Background: an optimization exercise with open tools, aiming at small area, a short achievable clock period and few clock cycles. Do not read the settings as production practice.
Only simulation tests tie the RTL to the original design; equivalence was not proved.
No activity file was given, so power comes from the tool's default toggle rates.

==> exp/garnet <==
Design ecm_fce, start of the top module:
module ecm_fce (
    input  logic        clk,
    input  logic        rst,       
    input  logic        req,
    input  logic        we,
    input  logic [7:0]  addr,
    input  logic [31:0] wdata,
    output logic        ack,
    output logic        err,
    output logic [31:0] rdata
);
clock: 8.0 ns
lec_check: 0
cap_margin: 20
core_margin: 2
core_utilization: 45
cts_buf_list: sky130_fd_sc_hd__clkbuf_8
setup_slack_margin: 3.0
slew_margin: 20
run.sh (not shown) runs the stock make flow with config.mk's settings and CLKGATE_MAP_FILE= SYNTH_SCRIPT=/design/flow/synth_recipe.tcl, a recipe that flattens the netlist after the stock synthesis.
==> exp/zinc (differences from exp/garnet) <==
--- a/flow/design.v
+++ b/flow/design.v
@@ -15,15 +15,15 @@
     logic [4:0]  st_index;       
     logic [31:0] can_id, bus_id, len, dgram_len, line_len;
     logic [17:0] wide;
     logic [15:0][31:0] data;
     logic [15:0][7:0]  dgram;
     logic [15:0][31:0] line_w;   
     localparam logic [2:0] S_IDLE = 3'd0, S_PARSE = 3'd1, S_ENC = 3'd2, S_SRST = 3'd3,
-                           S_BAD = 3'd4, S_FIN = 3'd5, S_ENCA = 3'd6;
+                           S_BAD = 3'd4, S_FIN = 3'd5, S_ENCA = 3'd6, S_BADW = 3'd7;
     logic [2:0]  state;
     logic        cmd_v;        
     logic        cmd_pe;       
     logic [4:0]  p_win;        
     logic        p_intok;      
     logic [5:0]  p_ntok;       
     logic [31:0] p_acc;        
@@ -80,15 +80,15 @@
         pn    = p_intok;
         rin   = p_intok ? p_acc : 32'd0;
         win_w = p_intok ? p_accw : 1'b0;
         r  = 32'd0;
         ww = 1'b0;
         for (int j = 0; j < 4; j++) begin
             b = win[8 * j +: 8];
-            w_nws[j] = ({p_win, 2'(j)} < L) &&
+            w_nws[j] = (!p_last || 2'(j) < L[1:0]) &&
                        !((b == 8'h20) || (b >= 8'h09 && b <= 8'h0D));
             w_bad[j] = w_nws[j] && !((b >= 8'h30 && b <= 8'h39) ||
                                      (b >= 8'h41 && b <= 8'h46) ||
                                      (b >= 8'h61 && b <= 8'h66));
             hv = (b[6]) ? (b[3:0] + 4'd9) : b[3:0];
             w_end[j] = !w_nws[j] && pn;
             w_rin[j] = rin;
@@ -109,30 +109,31 @@
     wire [31:0] e_v1  = (w_end[0] && w_end[2]) ? w_rin[2] : w_rin[3];
     wire        e_w1  = (w_end[0] && w_end[2]) ? w_win[2] : w_win[3];
     wire [31:0] b_ev  = p_ntok[0] ? e_v1 : e_v0;
     wire        b_evw = p_ntok[0] ? e_w1 : e_w0;
     wire [31:0] b_od  = p_ntok[0] ? e_v0 : e_v1;
     wire        b_odw = p_ntok[0] ? e_w0 : e_w1;
     wire [5:0]  ntok_nx = p_ntok + {4'd0, e_two, e_one && !e_two};
-    wire        p_last  = (p_win == L[6:2]);
+    logic       p_last;
     logic [4:0] w_badidx;
     always_comb begin
         w_badidx = p_ntok[4:0];
         if (!w_bad[0]) begin
             if (w_bad[1])      w_badidx = p_ntok[4:0] + 5'(w_end[0]);
             else if (w_bad[2]) w_badidx = p_ntok[4:0] + 5'(w_end[0]) + 5'(w_end[1]);
             else               w_badidx = p_ntok[4:0] + 5'(w_end[0]) + 5'(w_end[1]) + 5'(w_end[2]);
         end
     end
     wire w_anybad = |w_bad;
     wire parsing = ((state == S_PARSE) || p_start) && !rst;
     logic [16:0] tok_we;
     always_comb begin
         for (int t = 0; t < 17; t++)
-            tok_we[t] = parsing && ((p_ntok == 6'(t) && e_one) ||
+            tok_we[t] = (t < 2 ? parsing : (state == S_PARSE && !rst)) &&
+                        ((p_ntok == 6'(t) && e_one) ||
                                     (t > 0 && p_ntok == 6'(t - 1) && e_two));
     end
     logic        can_hz, bus_hz, len_gt15;
     logic [15:0] data_hz;
     logic        enc_fail;
     logic [2:0]  enc_cause;
     logic [4:0]  enc_index;
@@ -207,41 +208,51 @@
     wire        dec_ok  = dec_go && (dgram_len == 32'd16) && (dec_l <= 4'd8);
     wire        p_end   = parsing && p_last;
     always_comb begin
         case (state)
             S_IDLE:  ack = req && !(!we && !addr_bad && rd_slow && !rd_pend) &&
                            !(we && addr == 8'h00 && wdata[0] == wdata[1]);
             S_BAD:   ack = 1'b0;
+            S_BADW:  ack = 1'b0;
             S_PARSE: ack = req && p_last && cmd_pe;
             S_ENCA:  ack = req && !we && addr == 8'h04;
             default: ack = req;
         endcase
     end
     assign err = req && idle && addr_bad;
     logic        rd_pend;
     wire         rd_slow = aw[5] || (aw[4:3] == 2'b10) || (aw[4:2] == 3'b111) ||
                            (aw[4:2] == 3'b001 && aw[1:0] != 2'b00);
     wire [31:0]  st_word = (state == S_ENCA && cmd_v && lenc_fail) ?
                            {11'h0, lenc_index, 8'h00, 1'b0, lenc_cause, 1'b0, 3'd1} :
                            (state == S_ENCA) ? 32'h0 :
                            {11'h0, st_index, 8'h00, 1'b0, st_cause, 1'b0, st_err};
-    logic [31:0] rd_g0, rd_g6, rd_fast;
+    wire rd_a = !rd_pend;
+    logic [16:0] rsel;
+    logic [16:0][31:0] rsrc;
     always_comb begin
-        case (aw[1:0])
-            2'd0: rd_g0 = 32'h0;
-            2'd1: rd_g0 = st_word;
-            2'd2: rd_g0 = can_id;
-            default: rd_g0 = bus_id;
-        endcase
-        rd_g6 = {dgram[{aw[1:0], 2'd3}], dgram[{aw[1:0], 2'd2}],
-                 dgram[{aw[1:0], 2'd1}], dgram[{aw[1:0], 2'd0}]};
-        if (aw[3])
-            rd_fast = aw[4] ? rd_g6 : data[{1'b0, aw[2:0]}];
-        else
-            rd_fast = aw[2] ? len : rd_g0;
+        rsel[0]  = rd_a && aw[4:0] == 5'h01;  rsrc[0]  = st_word;
+        rsel[1]  = rd_a && aw[4:0] == 5'h02;  rsrc[1]  = can_id;
+        rsel[2]  = rd_a && aw[4:0] == 5'h03;  rsrc[2]  = bus_id;
+        rsel[3]  = rd_a && aw[4:2] == 3'b001; rsrc[3]  = len;
+        for (int k = 0; k < 8; k++) begin
+            rsel[4 + k] = rd_a && aw[4:3] == 2'b01 && aw[2:0] == 3'(k);
+            rsrc[4 + k] = data[k];
+        end
+        for (int k = 0; k < 4; k++) begin
+            rsel[12 + k] = rd_a && aw[4:3] == 2'b11 && aw[1:0] == 2'(k);
+            rsrc[12 + k] = {dgram[4 * k + 3], dgram[4 * k + 2], dgram[4 * k + 1], dgram[4 * k]};
+        end
+        rsel[16] = rd_pend;                   rsrc[16] = win_q;
+    end
+    logic [31:0] rd_or;
+    always_comb begin
+        rd_or = 32'h0;
+        for (int k = 0; k < 17; k++)
+            rd_or = rd_or | ({32{rsel[k]}} & rsrc[k]);
     end
     logic [31:0] rd_misc;
     always_comb begin
         case (aw[4:0])
             5'h05: rd_misc = {14'h0, wide};
             5'h06: rd_misc = dgram_len;
             5'h07: rd_misc = line_len;
@@ -250,45 +261,51 @@
             5'h1C: rd_misc = LINE_CAP;
             default: rd_misc = 32'h0;
         endcase
     end
     wire rd_first = req && !we && idle && !addr_bad && rd_slow && !rd_pend;
     always_ff @(posedge clk)
         rd_pend <= !rst && rd_first;
-    assign rdata = rd_pend ? win_q : rd_fast;
+    assign rdata = rd_or;
     always_ff @(posedge clk) begin
         if (rst) begin
             state <= S_IDLE;
         end else begin
             case (state)
                 S_IDLE:
                     if (cmd_wr) begin
                         if (c_srst)       state <= S_SRST;
                         else if (p_go && !len_big && v_any && v_anybad)
-                                          state <= S_BAD;
+                                          state <= S_BADW;
                         else if (p_start)
                             state <= !p_last ? S_PARSE : ((c_pe_v || c_pe_u) ? S_ENC : S_FIN);
                         else if (wdata[0] == wdata[1])
                                           state <= S_FIN;
                     end
                 S_PARSE:
                     if (p_last) state <= cmd_pe ? S_ENCA : S_FIN;
+                S_BADW:
+                    state <= S_BAD;
                 S_BAD:
                     if (w_anybad) state <= S_FIN;
                 default:
                     state <= S_IDLE;
             endcase
         end
     end
+    wire p_adv = (parsing && !p_last) || (state == S_BAD && !rst && !w_anybad);
     always_ff @(posedge clk) begin
         if (p_start) begin
             cmd_v  <= c_pe_v;
             cmd_pe <= c_pe_v || c_pe_u;
         end
-        if ((parsing && !p_last) || (state == S_BAD && !rst && !w_anybad)) begin
+        p_last <= p_adv ? (p_win + 5'd1 == L[6:2]) :
+                  clr   ? 1'b1 :
+                  ((hw_ll ? wdata[6:2] : L[6:2]) == 5'd0);
+        if (p_adv) begin
             p_win   <= p_win + 5'd1;
             p_intok <= w_nws[3];
             p_ntok  <= ntok_nx;
             p_acc   <= w_r3;
             p_accw  <= w_w3;
         end else begin
             p_win   <= 5'd0;
@@ -302,27 +319,28 @@
     wire hw_wide = host_wr && aw == 6'h05;
     wire hw_dgl  = host_wr && aw == 6'h06;
     wire hw_ll   = host_wr && aw == 6'h07;
     wire hw_data = host_wr && !aw[5] && (aw[4:3] == 2'b01 || aw[4:3] == 2'b10);
     wire hw_dg   = host_wr && aw[5:2] == 4'b0110;
     wire hw_line = host_wr && aw[5];
     wire        x_host = idle && (aw != 6'd0);
-    wire [31:0] x_ev = clr ? 32'd0 : (x_host ? wdata : (parsing ? b_ev : 32'd0));
-    wire [31:0] x_od = clr ? 32'd0 : (x_host ? wdata : (parsing ? b_od : 32'd0));
+    wire        x_tok = (state == S_PARSE) || p_go;
+    wire [31:0] x_ev = clr ? 32'd0 : (x_host ? wdata : (x_tok ? b_ev : 32'd0));
+    wire [31:0] x_od = clr ? 32'd0 : (x_host ? wdata : (x_tok ? b_od : 32'd0));
     wire        x_ev_hz = (x_ev[31:8] == 24'd0);
     wire        x_od_hz = (x_od[31:8] == 24'd0);
     logic p_clrpend;
     always_ff @(posedge clk)
         p_clrpend <= p_end;
     logic [15:0] p_clr;
     always_comb
         for (int i = 0; i < 16; i++)
             p_clr[i] = p_clrpend && (len[4:0] <= 5'(i));
-    wire       scan    = parsing || (state == S_BAD && !rst);
-    wire [3:0] nxt_win = (scan && !p_last) ? p_win[3:0] + 4'd1 : 4'd0;
+    wire       scan_f  = (state == S_PARSE) || (state == S_BAD) || p_go;
+    wire [3:0] nxt_win = (scan_f && !p_last && !rst) ? p_win[3:0] + 4'd1 : 4'd0;
     always_ff @(posedge clk) begin
         if (clr)
             win_q <= 32'd0;
         else if (rd_first && !aw[5])
             win_q <= rd_misc;
         else if (hw_line && aw[3:0] == 4'd0)
             win_q <= wdata;
Settings changed: CAP_MARGIN 20 to 30, CORE_UTILIZATION 45 to 55, SLEW_MARGIN 20 to 40, TNS_END_PERCENT from default to 0.
==> exp/yarrow (differences from exp/garnet) <==
--- a/flow/design.v
+++ b/flow/design.v
@@ -127,132 +127,80 @@
     wire parsing = ((state == S_PARSE) || p_start) && !rst;
     logic [16:0] tok_we;
     always_comb begin
         for (int t = 0; t < 17; t++)
             tok_we[t] = parsing && ((p_ntok == 6'(t) && e_one) ||
                                     (t > 0 && p_ntok == 6'(t - 1) && e_two));
     end
-    logic        can_hz, bus_hz, len_gt15;
-    logic [15:0] data_hz;
     logic        enc_fail;
     logic [2:0]  enc_cause;
     logic [4:0]  enc_index;
     always_comb begin
         enc_fail  = 1'b1;
         enc_cause = 3'd0;
         enc_index = 5'd0;
-        if (wide[0] || !can_hz)
+        if (wide[0] || can_id[31:11] != 21'd0)
             enc_cause = 3'd1;
-        else if (wide[1] || !bus_hz)
+        else if (wide[1] || bus_id[31:28] != 4'd0)
             enc_cause = 3'd2;
-        else if (len_gt15)
+        else if (len[31:4] != 28'd0)
             enc_cause = 3'd3;
         else begin
             enc_fail = 1'b0;
             for (int i = 14; i >= 0; i--) begin
-                if (4'(i) < len[3:0] && (wide[2+i] || !data_hz[i])) begin
+                if (4'(i) < len[3:0] && (wide[2+i] || data[i][31:8] != 24'd0)) begin
                     enc_fail  = 1'b1;
                     enc_cause = 3'd4;
                     enc_index = 5'(i);
                 end
             end
         end
     end
-    logic       p_nf;
-    logic [3:0] p_nfidx;
-    wire        p_nf0 = e_one && p_ntok != 6'd0 && p_ntok <= 6'd15 &&
-                        (e_w0 || e_v0[31:8] != 24'd0);
-    wire        p_nf1 = e_two && p_ntok <= 6'd14 &&
-                        (e_w1 || e_v1[31:8] != 24'd0);
-    wire        p_nfb = (state == S_PARSE) && p_nf;
-    always_ff @(posedge clk) begin
-        if (parsing) begin
-            if (!p_nfb && p_nf0) begin
-                p_nf    <= 1'b1;
-                p_nfidx <= 4'(p_ntok - 6'd1);
-            end else if (!p_nfb && p_nf1) begin
-                p_nf    <= 1'b1;
-                p_nfidx <= p_ntok[3:0];
-            end else
-                p_nf    <= p_nfb;
-        end else if (state == S_IDLE)
-            p_nf <= 1'b0;
-    end
-    logic        lenc_fail;
-    logic [2:0]  lenc_cause;
-    logic [4:0]  lenc_index;
-    always_comb begin
-        lenc_fail  = 1'b1;
-        lenc_index = 5'd0;
-        if (wide[0] || !can_hz)      lenc_cause = 3'd1;
-        else if (wide[1] || !bus_hz) lenc_cause = 3'd2;
-        else if (len_gt15)           lenc_cause = 3'd3;
-        else if (p_nf) begin
-            lenc_cause = 3'd4;
-            lenc_index = {1'b0, p_nfidx};
-        end else begin
-            lenc_fail  = 1'b0;
-            lenc_cause = 3'd0;
-        end
-    end
     wire        enc_late = (state == S_ENC || state == S_ENCA) && !rst;
-    wire        encx_fail = enc_late ? lenc_fail : enc_fail;
-    wire [2:0]  encx_cause = enc_late ? lenc_cause : enc_cause;
-    wire [4:0]  encx_index = enc_late ? lenc_index : enc_index;
     wire        enc_go  = (cmd_wr && (c_enc_v || c_enc_u)) || enc_late;
     wire        enc_chk = (cmd_wr && c_enc_v) || (enc_late && cmd_v);
-    wire        enc_ok  = enc_go && !(enc_chk && encx_fail);
-    wire        enc_bad = enc_go && enc_chk && encx_fail;
+    wire        enc_ok  = enc_go && !(enc_chk && enc_fail);
+    wire        enc_bad = enc_go && enc_chk && enc_fail;
     wire [3:0]  dec_l   = dgram[4][3:0];
     wire        dec_go  = cmd_wr && c_dec;
     wire        dec_ok  = dec_go && (dgram_len == 32'd16) && (dec_l <= 4'd8);
     wire        p_end   = parsing && p_last;
     always_comb begin
         case (state)
             S_IDLE:  ack = req && !(!we && !addr_bad && rd_slow && !rd_pend) &&
-                           !(we && addr == 8'h00 && wdata[0] == wdata[1]);
+                           !(we && !addr_bad && aw == 6'd0 && (c_anyp || c_srst));
             S_BAD:   ack = 1'b0;
             S_PARSE: ack = req && p_last && cmd_pe;
             S_ENCA:  ack = req && !we && addr == 8'h04;
             default: ack = req;
         endcase
     end
     assign err = req && idle && addr_bad;
     logic        rd_pend;
-    wire         rd_slow = aw[5] || (aw[4:3] == 2'b10) || (aw[4:2] == 3'b111) ||
-                           (aw[4:2] == 3'b001 && aw[1:0] != 2'b00);
-    wire [31:0]  st_word = (state == S_ENCA && cmd_v && lenc_fail) ?
-                           {11'h0, lenc_index, 8'h00, 1'b0, lenc_cause, 1'b0, 3'd1} :
-                           (state == S_ENCA) ? 32'h0 :
-                           {11'h0, st_index, 8'h00, 1'b0, st_cause, 1'b0, st_err};
-    logic [31:0] rd_g0, rd_g6, rd_fast;
-    always_comb begin
-        case (aw[1:0])
-            2'd0: rd_g0 = 32'h0;
-            2'd1: rd_g0 = st_word;
-            2'd2: rd_g0 = can_id;
-            default: rd_g0 = bus_id;
-        endcase
-        rd_g6 = {dgram[{aw[1:0], 2'd3}], dgram[{aw[1:0], 2'd2}],
-                 dgram[{aw[1:0], 2'd1}], dgram[{aw[1:0], 2'd0}]};
-        if (aw[3])
-            rd_fast = aw[4] ? rd_g6 : data[{1'b0, aw[2:0]}];
-        else
-            rd_fast = aw[2] ? len : rd_g0;
-    end
-    logic [31:0] rd_misc;
+    wire         rd_slow = aw[5] || (aw[4:3] == 2'b10);
+    logic [31:0] rd_fast;
     always_comb begin
         case (aw[4:0])
-            5'h05: rd_misc = {14'h0, wide};
-            5'h06: rd_misc = dgram_len;
-            5'h07: rd_misc = line_len;
-            5'h10, 5'h11, 5'h12, 5'h13, 5'h14, 5'h15, 5'h16, 5'h17:
-                   rd_misc = data[{1'b1, aw[2:0]}];
-            5'h1C: rd_misc = LINE_CAP;
-            default: rd_misc = 32'h0;
+            5'h01: rd_fast = (state == S_ENCA && cmd_v && enc_fail) ?
+                             {11'h0, enc_index, 8'h00, 1'b0, enc_cause, 1'b0, 3'd1} :
+                             (state == S_ENCA) ? 32'h0 :
+                             {11'h0, st_index, 8'h00, 1'b0, st_cause, 1'b0, st_err};
+            5'h02: rd_fast = can_id;
+            5'h03: rd_fast = bus_id;
+            5'h04: rd_fast = len;
+            5'h05: rd_fast = {14'h0, wide};
+            5'h06: rd_fast = dgram_len;
+            5'h07: rd_fast = line_len;
+            5'h08, 5'h09, 5'h0A, 5'h0B, 5'h0C, 5'h0D, 5'h0E, 5'h0F:
+                   rd_fast = data[{1'b0, aw[2:0]}];
+            5'h18, 5'h19, 5'h1A, 5'h1B:
+                   rd_fast = {dgram[{aw[1:0], 2'd3}], dgram[{aw[1:0], 2'd2}],
+                              dgram[{aw[1:0], 2'd1}], dgram[{aw[1:0], 2'd0}]};
+            5'h1C: rd_fast = LINE_CAP;
+            default: rd_fast = 32'h0;
         endcase
     end
     wire rd_first = req && !we && idle && !addr_bad && rd_slow && !rd_pend;
     always_ff @(posedge clk)
         rd_pend <= !rst && rd_first;
     assign rdata = rd_pend ? win_q : rd_fast;
     always_ff @(posedge clk) begin
@@ -263,16 +211,15 @@
                 S_IDLE:
                     if (cmd_wr) begin
                         if (c_srst)       state <= S_SRST;
                         else if (p_go && !len_big && v_any && v_anybad)
                                           state <= S_BAD;
                         else if (p_start)
                             state <= !p_last ? S_PARSE : ((c_pe_v || c_pe_u) ? S_ENC : S_FIN);
-                        else if (wdata[0] == wdata[1])
-                                          state <= S_FIN;
+                        else if (p_go)    state <= S_FIN;
                     end
                 S_PARSE:
                     if (p_last) state <= cmd_pe ? S_ENCA : S_FIN;
                 S_BAD:
                     if (w_anybad) state <= S_FIN;
                 default:
                     state <= S_IDLE;
@@ -304,30 +251,28 @@
     wire hw_ll   = host_wr && aw == 6'h07;
     wire hw_data = host_wr && !aw[5] && (aw[4:3] == 2'b01 || aw[4:3] == 2'b10);
     wire hw_dg   = host_wr && aw[5:2] == 4'b0110;
     wire hw_line = host_wr && aw[5];
     wire        x_host = idle && (aw != 6'd0);
     wire [31:0] x_ev = clr ? 32'd0 : (x_host ? wdata : (parsing ? b_ev : 32'd0));
     wire [31:0] x_od = clr ? 32'd0 : (x_host ? wdata : (parsing ? b_od : 32'd0));
-    wire        x_ev_hz = (x_ev[31:8] == 24'd0);
-    wire        x_od_hz = (x_od[31:8] == 24'd0);
     logic p_clrpend;
     always_ff @(posedge clk)
         p_clrpend <= p_end;
     logic [15:0] p_clr;
     always_comb
         for (int i = 0; i < 16; i++)
             p_clr[i] = p_clrpend && (len[4:0] <= 5'(i));
     wire       scan    = parsing || (state == S_BAD && !rst);
     wire [3:0] nxt_win = (scan && !p_last) ? p_win[3:0] + 4'd1 : 4'd0;
     always_ff @(posedge clk) begin
         if (clr)
             win_q <= 32'd0;
         else if (rd_first && !aw[5])
-            win_q <= rd_misc;
+            win_q <= data[{1'b1, aw[2:0]}];
         else if (hw_line && aw[3:0] == 4'd0)
             win_q <= wdata;
         else
             win_q <= line_w[rd_first ? aw[3:0] : nxt_win];
     end
     always_ff @(posedge clk) begin
         for (int j = 0; j < 16; j++)
@@ -336,40 +281,33 @@
     end
     always_ff @(posedge clk) begin
         if (clr || hw_ll)
             line_len <= clr ? 32'd0 : wdata;
         if (clr || hw_dgl || enc_ok)
             dgram_len <= clr ? 32'd0 : (hw_dgl ? wdata : 32'd16);
         if (clr || hw_bus || dec_ok)
-            bus_hz <= clr || !hw_bus || (wdata[31:28] == 4'd0);
-        if (clr || hw_bus || dec_ok)
             bus_id <= clr ? 32'd0 :
                       (hw_bus ? wdata : {4'd0, dgram[7], dgram[6], dgram[5], dgram[4][7:4]});
     end
     always_ff @(posedge clk) begin
         if (clr || hw_can || dec_ok || tok_we[0])
-            can_hz <= clr || dec_ok || (x_ev[31:11] == 21'd0);
-        if (clr || hw_len || dec_ok || p_end)
-            len_gt15 <= !clr && (hw_len ? (wdata[31:4] != 28'd0) : (!dec_ok && ntok_nx > 6'd16));
-        if (clr || hw_can || dec_ok || tok_we[0])
             can_id <= clr ? 32'd0 :
                       (dec_ok ? {21'd0, dgram[3], dgram[2][7:5]} : x_ev);
         if (clr || hw_len || dec_ok || p_end)
             len <= clr ? 32'd0 :
                    (hw_len ? wdata : (dec_ok ? {28'd0, dec_l} : {26'd0, ntok_nx - 6'd1}));
     end
     always_ff @(posedge clk) begin
         if (clr || hw_wide || dec_ok || tok_we[0])
             wide[0] <= clr ? 1'b0 : (hw_wide ? wdata[0] : (tok_we[0] ? b_evw : 1'b0));
         if (clr || hw_wide || dec_ok)
             wide[1] <= clr ? 1'b0 : (hw_wide ? wdata[1] : 1'b0);
         for (int i = 0; i < 16; i++) begin
             if (clr || (hw_data && {aw[4], aw[2:0]} == 4'(i)) || tok_we[i + 1] || dec_ok || p_clr[i]) begin
                 data[i] <= ((i + 1) % 2 == 0) ? x_ev : x_od;
-                data_hz[i] <= ((i + 1) % 2 == 0) ? x_ev_hz : x_od_hz;
                 if (i < 8 && dec_ok)
                     data[i][7:0] <= (4'(i) < dec_l) ? dgram[8 + i] : 8'h00;
             end
             if (clr || hw_wide || dec_ok || tok_we[i + 1] || p_clr[i])
                 wide[2 + i] <= clr ? 1'b0 :
                                (hw_wide ? wdata[2 + i] :
                                 (tok_we[i + 1] ? (((i + 1) % 2 == 0) ? b_evw : b_odw) : 1'b0));
@@ -425,16 +363,16 @@
             st_index <= 5'd0;
         end else if (dec_go && !dec_ok) begin
             st_err   <= 3'd3;
             st_cause <= 3'd2;
             st_index <= {1'b0, dec_l};
         end else if (enc_bad) begin
             st_err   <= 3'd1;
-            st_cause <= encx_cause;
-            st_index <= encx_index;
+            st_cause <= enc_cause;
+            st_index <= enc_index;
         end else if (dec_ok || enc_ok || p_end) begin
             st_err   <= 3'd0;
             st_cause <= 3'd0;
             st_index <= 5'd0;
         end
     end
 endmodule
Settings changed: CAP_MARGIN 20 to 30, CTS_BUF_LIST sky130_fd_sc_hd__clkbuf_8 to default, SLEW_MARGIN 20 to 40.
==> results.txt <==
|  | exp/garnet | exp/zinc | exp/yarrow |
|---|---|---|---|
| Outcome | finished clean | finished clean | finished clean |
| Plain + repair buffers | 887 | 430 | 725 |
| Post-route met1 wirelength | 140000 um | 110000 um | 134000 um |
| Placement-stage cell area | 0.0791 sq mm | 0.0762 sq mm | 0.0779 sq mm |
| Actual transition at the worst max-transition pin | 1330 ps | 1020 ps | 1120 ps |
| Leakage power figure | 35.0 nW | 30.8 nW | 31.4 nW |
| Category of the worst setup path capture point | output port | register | output port |
| Seq/total area | 45.8% | 51.9% | 47.5% |
| Latest clock arrival within the worst-skew pair | 1120 ps | 1030 ps | 880 ps |
| Worst setup path startpoint | addr[2] | line_len[3] | addr[2] |
| Overall fraction of global-route tracks in use | 44.3% | 50.6% | 43.7% |
| Reg area | 0.0429 sq mm | 0.0429 sq mm | 0.0422 sq mm |
| Total number of vias | 66500 | 62700 | 65500 |
| Synth unique cells | 96 | 101 | 88 |
| Internal power | 13.2 mW | 12.7 mW | 13.6 mW |
Testbench counts of exp/garnet, summed over its fixed seeds: cycles 8,491.
Testbench counts of exp/zinc, summed over its fixed seeds: cycles 8,491.
Testbench counts of exp/yarrow, summed over its fixed seeds: cycles 8,491.

## afterwards: timing with drivers on the ports
In the flow no input, the clock included, has a driving cell. The finished layouts below were timed again as built, in two steps.
Step 1, drivers: a clkbuf_16 drives clk and a buf_2 each remaining input, both assumed.
Step 2 moves the port delays by t, midway between the first and last clock arrival at a register: inputs arrive t later, outputs are due t later. That takes back most of the time a late clock gives input paths.
a / b / c = ideal ports / drivers / drivers and shift; a / b = the first two.
run | shift t [ns] | setup WS [ns] | hold slack, ns | cell pins on the clock port's net
exp/garnet | 1.157 | 2.480 / 1.882 / 1.437 | 0.479 / 0.479 / 0.479 | 1
exp/zinc | 1.069 | 2.352 / 2.109 / 1.484 | 0.478 / 0.478 / 0.478 | 1
exp/yarrow | 0.944 | 2.147 / 1.671 / 1.671 | 0.519 / 0.519 / 0.519 | 1
After both steps setup and hold are still met in every run listed. For exp/garnet, which loses most, drivers alone change the setup slack by -0.598 ns; drivers and shift together by -1.043 ns.
